This is an optimization exercise on Yosys and OpenROAD, whose aim is small area, a short achievable clock period and few clock cycles per item, not a production implementation. Only simulation tests tie the RTL to the original design; equivalence was not proved. No activity file was given, so power comes from the tool's default toggle rates.

## pfd
module pfd (
  input  wire        clk,
  input  wire        rst,         
  input  wire        cmd_valid,
  output wire        cmd_ready,
  input  wire [63:0] cmd,
  input  wire [4:0]  reg_addr,
  output reg  [63:0] reg_rdata,
  input  wire [7:0]  fb_addr,
  output wire [7:0]  fb_rdata
);
  localparam [3:0] OP_NOP = 4'h0, OP_CLR = 4'h1, OP_PUSH = 4'h2, OP_LDIN = 4'h3,
                   OP_DISPATCH = 4'h4, OP_SLICE = 4'h5, OP_UNPACK = 4'h6,
                   OP_NSPLIT = 4'h7, OP_TDEC = 4'h8, OP_INSERT = 4'h9,
                   OP_PACK = 4'hA, OP_NPACK = 4'hB, OP_TENC = 4'hC,
                   OP_FINAL = 4'hD;
  localparam [3:0] ST_OK = 4'd0, ST_FRAMING = 4'd1, ST_UNKNOWN_TYPE = 4'd2,
                   ST_TRUNCATED = 4'd3, ST_ABSENT = 4'd4, ST_BAD_OPERAND = 4'd5,
                   ST_OVERFLOW = 4'd6, ST_ILLEGAL_OP = 4'd7;
  reg [511:0] fbv;            
  reg [6:0]  flen;            
  reg [3:0]  opstat;
  reg        fvalid, ovf, hdrvld, subknown;
  reg [1:0]  cls;
  reg [7:0]  r_type, r_subtype, r_seq;
  reg [47:0] acc;
  reg        acc_vld;
  reg [3:0]  acc_dsel;
  reg [7:0]  nib;             
  reg        nib_vld;
  reg        tsign;
  reg [14:0] tmag;
  reg        t_vld;
  reg [47:0] din;
  wire [3:0]  opc   = cmd[63:60];
  wire [7:0]  off   = cmd[59:52];
  wire [2:0]  nb    = cmd[51:49];
  wire [5:0]  lsb   = cmd[48:43];
  wire [5:0]  wid   = cmd[42:37];
  wire        absf  = cmd[36];
  wire [3:0]  dsel  = cmd[35:32];
  wire        tbit  = cmd[31];
  wire [30:0] rsv   = cmd[30:0];
  wire [47:0] imm   = cmd[47:0];
  wire nb_1to6    = (nb != 3'd0) && (nb != 3'd7);
  wire wid_ok     = (wid != 6'd0) && (wid <= 6'd48);
  wire field_fits = ({1'b0, lsb} + {1'b0, wid}) <= {1'b0, nb, 3'b000};
  ...
==> flow/config.mk <==
export PLATFORM = sky130hd
export DESIGN_NAME = pfd
export DESIGN_NICKNAME = pfd
export VERILOG_FILES = /design/flow/design.v
export SDC_FILE = /design/flow/constraint.sdc
export NUM_CORES = 8
export LEC_CHECK = 0
export ABC_AREA = 1
export CAP_MARGIN = 40
export CORE_MARGIN = 2
export CORE_UTILIZATION = 35
export PLACE_DENSITY = 0.45
export SLEW_MARGIN = 40
==> flow/constraint.sdc <==
create_clock -name core_clock -period 20.0 [get_ports {clk}]
set_input_delay 4.0000 -clock core_clock [delete_from_list [all_inputs] [get_ports {clk}]]
set_output_delay 4.0000 -clock core_clock [all_outputs]
set_load 0.01 [all_outputs]
standard.sh (not shown) runs the stock make flow with config.mk's settings and CLKGATE_MAP_FILE= SYNTH_SCRIPT=/design/flow/synth_recipe.tcl, a recipe that flattens the netlist after the stock synthesis.
==> flow/flow/run.sh <==
#!/bin/bash
set -euo pipefail
export SETUP_SLACK_MARGIN=10
export BUFFER_PORTS_ARGS="-buffer_cell sky130_fd_sc_hd__buf_2"
export CTS_ARGS='-sink_clustering_enable -repair_clock_nets -sink_clustering_size 24 -sink_clustering_max_diameter 100 -buf_list {sky130_fd_sc_hd__clkbuf_16 sky130_fd_sc_hd__clkbuf_8} -dont_use_dummy_load'
bash standard.sh > standard.log 2>&1
The baseline produced a clean layout.
Testbench counts at the start, summed over its fixed seeds: cycles 8,304, cmds 8,296.
Next try:
==> flow/flow/run.sh (replaced) <==
#!/bin/bash
set -euo pipefail
export SETUP_SLACK_MARGIN=10

bash standard.sh > standard.log 2>&1
ABC_AREA = unset   (was 1)
CORE_UTILIZATION = 45   (was 35)
PLACE_DENSITY = 0.6   (was 0.45)
What happened: Setup slack is better by 0.13 ns. Die area goes down by 21%. Area after synthesis goes up by about 1.5%. Worst hold slack is better by 0.014 ns. Cell count goes down by 19%. Total power goes up by about 20%. Final area goes up by 10%.
Next try:
==> flow/flow/run.sh (replaced) <==
#!/bin/bash
set -euo pipefail
export SETUP_SLACK_MARGIN=9
export BUFFER_PORTS_ARGS="-buffer_cell sky130_fd_sc_hd__buf_2"
export CTS_ARGS='-sink_clustering_enable -repair_clock_nets -sink_clustering_size 24 -sink_clustering_max_diameter 100 -buf_list {sky130_fd_sc_hd__clkbuf_16 sky130_fd_sc_hd__clkbuf_8} -dont_use_dummy_load'
bash standard.sh > standard.log 2>&1
ABC_AREA = 1   (was unset)
CORE_UTILIZATION = 35   (was 45)
PLACE_DENSITY = 0.45   (was 0.6)
=> Total power fell by 17%; core utilization fell by 18 points; combinational power fell by 15%; routed wire length fell by 9.1%; hold slack loses 0.025 ns; die area rose by 26%; global-route usage fell by 16 points.

* * *

pfd, a different RTL version from the one above (not shown whole).
Size: about 4700 cells after synthesis, ~47000 µm² of cells after synthesis.
export LEC_CHECK = 0
export CAP_MARGIN = 40
export CORE_MARGIN = 2
export CORE_UTILIZATION = 45
export PLACE_DENSITY = 0.6
export SLEW_MARGIN = 40
create_clock -name core_clock -period 20.0 [get_ports {clk}]
==> flow/flow/run.sh <==
#!/bin/bash
set -euo pipefail
export SETUP_SLACK_MARGIN=8
bash standard.sh > standard.log 2>&1
Testbench counts at the start, summed over its fixed seeds: cycles 8,304, cmds 8,296.
Change:
==> flow/run.sh (new file) <==
#!/bin/bash
# synth_recipe.tcl (not shown) runs the flow's synth.tcl, then flattens the netlist and writes it again
# the make line also repeats each setting of config.mk as NAME=value (left out here)
make -C /OpenROAD-flow-scripts/flow DESIGN_CONFIG=/design/flow/config.mk WORK_HOME=/design/flow/orfs CLKGATE_MAP_FILE= SYNTH_SCRIPT=/design/flow/synth_recipe.tcl finish
--- a/flow/config.mk
+++ b/flow/config.mk
@@ -7,2 +7,3 @@
 export LEC_CHECK = 0
+export ABC_CLOCK_PERIOD_IN_PS = 8000
 export CAP_MARGIN = 40
removed: flow/flow/run.sh
removed: flow/standard.sh
Result: The new run finished with timing, DRC and antenna clean. Clock power is higher by about 5%. Utilization barely changes. Global-route usage rose by 0.57 points. Design area barely changes. Synthesized area is unchanged. Setup slack degrades by 0.60 ns.

* * *

== run A ==
RTL: one of the versions met above, not the one the previous note started from.
For scale: roughly 680 flip-flops, roughly 44,000 um^2 of cells after synthesis.
Settings: LEC_CHECK=0, ABC_AREA=1, CAP_MARGIN=5, CORE_MARGIN=2, CORE_UTILIZATION=35, PLACE_DENSITY=0.45, SLEW_MARGIN=5; clock period 20.0 ns.
==> flow/flow/run.sh <==
#!/bin/bash
set -euo pipefail
export SETUP_SLACK_MARGIN=10
export BUFFER_PORTS_ARGS="-buffer_cell sky130_fd_sc_hd__buf_2"
export CTS_ARGS='-sink_clustering_enable -repair_clock_nets -sink_clustering_size 24 -sink_clustering_max_diameter 100 -buf_list {sky130_fd_sc_hd__clkbuf_16 sky130_fd_sc_hd__clkbuf_8} -dont_use_dummy_load'
bash standard.sh > standard.log 2>&1
Having completed the whole flow, run A delivered a layout that passed the timing, DRC and antenna checks.
Testbench counts of run A, summed over its fixed seeds: cycles 8,304, cmds 8,296.
Inputs modified between run A and run B:
- CAP_MARGIN changed from 5 to 15
- SLEW_MARGIN changed from 5 to 15
- GPL_TIMING_DRIVEN newly set to 1
==> summary.txt <==
Run B vs run A, time the worst path needs with I/O delays and setup went up by 0.011 ns.
STATUS worst slew margin relative to its limit: run B wins against run A
Sort run A and run B by number of diodes added for antenna fixing, ascending, and run A comes first.
Between run B and run A, the portion of the clock cycle consumed by the worst path in the final layout does not differ in any meaningful way.
Run B reports its critical path endpoint as fb_rdata[4] while run A reports fb_rdata[5].
Die outline height across run A and run B: no real change.
[compare] base=run A new=run B: final standard cell count with taps included and fillers excluded fell by 0.35%, wire length stayed essentially flat, total via count after detailed routing stayed essentially flat.
The fraction of power consumed by combinational cells on run B is in line with that on run A.
Taking run A as the reference, in run B post-layout instance area went down; first-pass GRT wire length essentially unchanged.
The inputs of run C differ from those of run B as listed below.
- removing GPL_TIMING_DRIVEN (formerly 1)
- removing ABC_AREA (formerly 1)
Findings:
From run B to run C, storage element area did not move at all.
Largest family of logic cells by synthesized area = compound AO/OA/AOI/OAI gates: run C; largest family of logic cells by synthesized area = simple AND/OR/NAND/NOR gates: run B
Status: number of enable flip-flop cells after synthesis parity (run C, run B)
Changes observed in run C relative to run B: clock power dropped 6.7%, post-layout instance area climbed about 6.5%, maximum vdd ir drop dropped 2.8 uV, worst setup slack climbed 0.18 ns.
Going from run B to run C, number of setup buffers added after CTS grew by more than 10%.
sky130_fd_sc_hd__nand3_1 as the most common library cell in the layout ignoring fill and taps was reported by run B, and sky130_fd_sc_hd__edfxtp_1 by run C.
Looking at count of inverters other than clock inverters in the layout across run B and run C, the one that comes out lower is run C.
Comparing run B and run C, the lower number of global-route vias before repair was measured on run C.
Run C reports a lower multi-input combinational cell count than run B does.
Re share of final layout cell area taken by non-clock buffers: run C is 3.2 points up on run B.
> inputs changed (run C -> run D)
- CORE_UTILIZATION changed from 35 to 45
- CTS_CLUSTER_SIZE newly set to 20
- CAP_MARGIN changed from 15 to 40
- SLEW_MARGIN changed from 15 to 40
- CTS_BUF_LIST newly set to sky130_fd_sc_hd__clkbuf_8
- PLACE_DENSITY changed from 0.45 to 0.6
==> flow/flow/run.sh <==
#!/bin/bash
set -euo pipefail
export SETUP_SLACK_MARGIN=10
export BUFFER_PORTS_ARGS="-buffer_cell sky130_fd_sc_hd__buf_2"
bash standard.sh > standard.log 2>&1
Notes after the runs:
Of run C and run D, the run reporting the lower pin count of the biggest net entering global routing was run D. Area growth from synthesis to layout for run D: 0.16 points up relative to run C. Run C → run D: total power of the final layout went up by 6.5%; die area went down by 22%; final design utilization went up by 12 points; detailed route wirelength on metal2 went down by about 11%.
The inputs of run E differ from those of run D as listed below.
- an added ABC_AREA of 1
- a deleted CTS_CLUSTER_SIZE that had been 20
- a change of CORE_UTILIZATION from 45 to 35
- a deleted CTS_BUF_LIST that had been sky130_fd_sc_hd__clkbuf_8
- a change of PLACE_DENSITY from 0.6 to 0.45
- a change of CAP_MARGIN from 40 to 15
- a change of SLEW_MARGIN from 40 to 15
==> flow/flow/run.sh <==
#!/bin/bash
set -euo pipefail
export SETUP_SLACK_MARGIN=9.5
export BUFFER_PORTS_ARGS="-buffer_cell sky130_fd_sc_hd__buf_2"
export CTS_ARGS='-sink_clustering_enable -repair_clock_nets -sink_clustering_size 24 -sink_clustering_max_diameter 100 -buf_list {sky130_fd_sc_hd__clkbuf_16 sky130_fd_sc_hd__clkbuf_8} -dont_use_dummy_load'
bash standard.sh > standard.log 2>&1
==> summary.txt <==
Worst hold slack ended up 0.019 ns lower on run E than on run D. Compared with run D, run E shows a clock network fraction of total power that is 4.6 points lower. | filler cell count | higher: run E |. Per the comparison of run E with run D, total non-filler cell area in the finished layout -8.6%, flop-to-flop setup slack grew by 0.24 ns. Final antenna diode count for run E: 35 down relative to run D. Fraction of layout cells with a size suffix above 1 (run E over run D): decrease, 15 points. Adder-cell area share of the yosys netlist (higher): run D. Global-route wire length before repair in run E is about 5% lower than in run D. Compared with run D, run E shows met2 wirelength from detailed routing that has gone down slightly. Die outline height (higher): run E.

* * *

Starting RTL as in the previous note.
==> flow/config.mk <==
export PLATFORM = sky130hd
export DESIGN_NAME = pfd
export DESIGN_NICKNAME = pfd
export VERILOG_FILES = /design/flow/design.v
export SDC_FILE = /design/flow/constraint.sdc
export NUM_CORES = 8
export LEC_CHECK = 0
export ABC_AREA = 1
export CAP_MARGIN = 15
export CORE_MARGIN = 2
export CORE_UTILIZATION = 35
export PLACE_DENSITY = 0.45
export SLEW_MARGIN = 15
==> flow/constraint.sdc <==
create_clock -name core_clock -period 20.0 [get_ports {clk}]
set_input_delay 4.0000 -clock core_clock [delete_from_list [all_inputs] [get_ports {clk}]]
set_output_delay 4.0000 -clock core_clock [all_outputs]
set_load 0.01 [all_outputs]
==> flow/flow/run.sh <==
#!/bin/bash
set -euo pipefail
export SETUP_SLACK_MARGIN=10
export BUFFER_PORTS_ARGS="-buffer_cell sky130_fd_sc_hd__buf_2"
export CTS_ARGS='-sink_clustering_enable -repair_clock_nets -sink_clustering_size 30 -sink_clustering_max_diameter 90 -buf_list {sky130_fd_sc_hd__clkbuf_16 sky130_fd_sc_hd__clkbuf_8} -dont_use_dummy_load'
bash standard.sh > standard.log 2>&1
The baseline went through all stages and came out clean.
Testbench counts at the start, summed over its fixed seeds: cycles 8,304, cmds 8,296.
Edit:
==> flow/flow/run.sh (replaced) <==
#!/bin/bash
set -euo pipefail
export SETUP_SLACK_MARGIN=10
export BUFFER_PORTS_ARGS="-buffer_cell sky130_fd_sc_hd__buf_2"
bash standard.sh > standard.log 2>&1
CAP_MARGIN = 40   (was 15)
CTS_BUF_LIST = sky130_fd_sc_hd__clkbuf_8   (was default)
CTS_CLUSTER_SIZE = 20   (was default)
SLEW_MARGIN = 40   (was 15)
After rerunning:
- The changed run went through all stages and came out clean
- core utilization came out higher by 1.4 points
- worst hold slack stays flat
- maximum frequency is about the same
Edit:
==> flow/flow/run.sh (replaced) <==
#!/bin/bash
set -euo pipefail
export SETUP_SLACK_MARGIN=11
export BUFFER_PORTS_ARGS="-buffer_cell sky130_fd_sc_hd__buf_2"
bash standard.sh > standard.log 2>&1
Final cell count goes up by 1.3%.
Total power goes up by about 0.9%.
Synthesized area does not change.
Core utilization goes up by 2.7 points.
Edit:
==> flow/flow/run.sh (replaced) <==
#!/bin/bash
set -euo pipefail
export SETUP_SLACK_MARGIN=10
export BUFFER_PORTS_ARGS="-buffer_cell sky130_fd_sc_hd__buf_2"
export CTS_ARGS='-sink_clustering_enable -repair_clock_nets -sink_clustering_size 24 -sink_clustering_max_diameter 100 -buf_list {sky130_fd_sc_hd__clkbuf_16 sky130_fd_sc_hd__clkbuf_8} -dont_use_dummy_load'
bash standard.sh > standard.log 2>&1
CAP_MARGIN = 15   (was 40)
CTS_BUF_LIST = default   (was sky130_fd_sc_hd__clkbuf_8)
CTS_CLUSTER_SIZE = default   (was 20)
SLEW_MARGIN = 15   (was 40)
Clock skew climbs by 90 ps.
Worst hold slack gains 3.3 ps.
Total power falls by 10%.
Cell count falls by 3.9%.
Combinational power falls by about 1%.
Synthesized area stays the same.
Worst setup slack is better by 68 ps.
Via count shrinks by 2.7%.

[static timing again, ports no longer ideal]
Ports are ideal in the flow. The routed layouts listed here were re-timed in OpenROAD.
Step 1 assumes that a clkbuf_16 drives the clock port and a buf_2 every other input.
Step 2 also shifts input and output timing later by t, the mid clock arrival at the registers, as if the neighbouring blocks saw the same clock.
a / b / c = ideal ports / drivers / drivers and shift; a / b = the first two.
| run | t (ns) | slack for setup (ns) | worst setup path at the end | clock arrival spread, ns | worst register clock-pin slew, ns |
|---|---|---|---|---|---|
| the first run of note 1 | 0.743 | 9.564 / 9.425 / 9.235 | input to register | 0.129 / 0.128 | 0.11 / 0.11 |
| the second run of note 1 | 0.770 | 9.695 / 9.637 / 8.972 | input to register | 0.101 / 0.101 | 0.07 / 0.07 |
| the third run of note 1 | 0.737 | 8.950 / 8.903 / 8.539 | input to register | 0.121 / 0.120 | 0.11 / 0.11 |
| the first run of note 2 | 0.742 | 8.039 / 8.083 / 7.341 | input to register | 0.073 / 0.072 | 0.07 / 0.07 |
| the second run of note 2 | 0.744 | 7.442 / 7.480 / 6.736 | input to register | 0.052 / 0.052 | 0.07 / 0.07 |
| run A | 0.729 | 9.590 / 9.438 / 9.281 | input to register | 0.149 / 0.149 | 0.11 / 0.11 |
| run B | 0.729 | 9.579 / 9.382 / 9.331 | input to register | 0.158 / 0.158 | 0.11 / 0.11 |
| run C | 0.706 | 9.759 / 9.789 / 9.110 | input to register | 0.125 / 0.126 | 0.11 / 0.11 |
| run D | 0.933 | 9.790 / 9.696 / 8.889 | input to register | 0.090 / 0.090 | 0.09 / 0.09 |
| run E | 0.725 | 9.367 / 9.161 / 8.702 | input to register | 0.159 / 0.159 | 0.11 / 0.11 |
| the first run of note 4 | 0.752 | 9.518 / 9.348 / 9.235 | input to register | 0.136 / 0.136 | 0.12 / 0.12 |
| the second run of note 4 | 0.986 | 9.524 / 9.361 / 9.039 | input to register | 0.066 / 0.065 | 0.07 / 0.07 |
| the third run of note 4 | 0.995 | 9.511 / 9.445 / 9.445 | input to output | 0.068 / 0.067 | 0.07 / 0.07 |
| the fourth run of note 4 | 0.729 | 9.579 / 9.382 / 9.331 | input to register | 0.158 / 0.158 | 0.11 / 0.11 |
After both steps every run listed still meets setup and hold. For run D, which loses most, drivers alone change the setup slack by -0.094 ns; drivers and shift together by -0.901 ns.
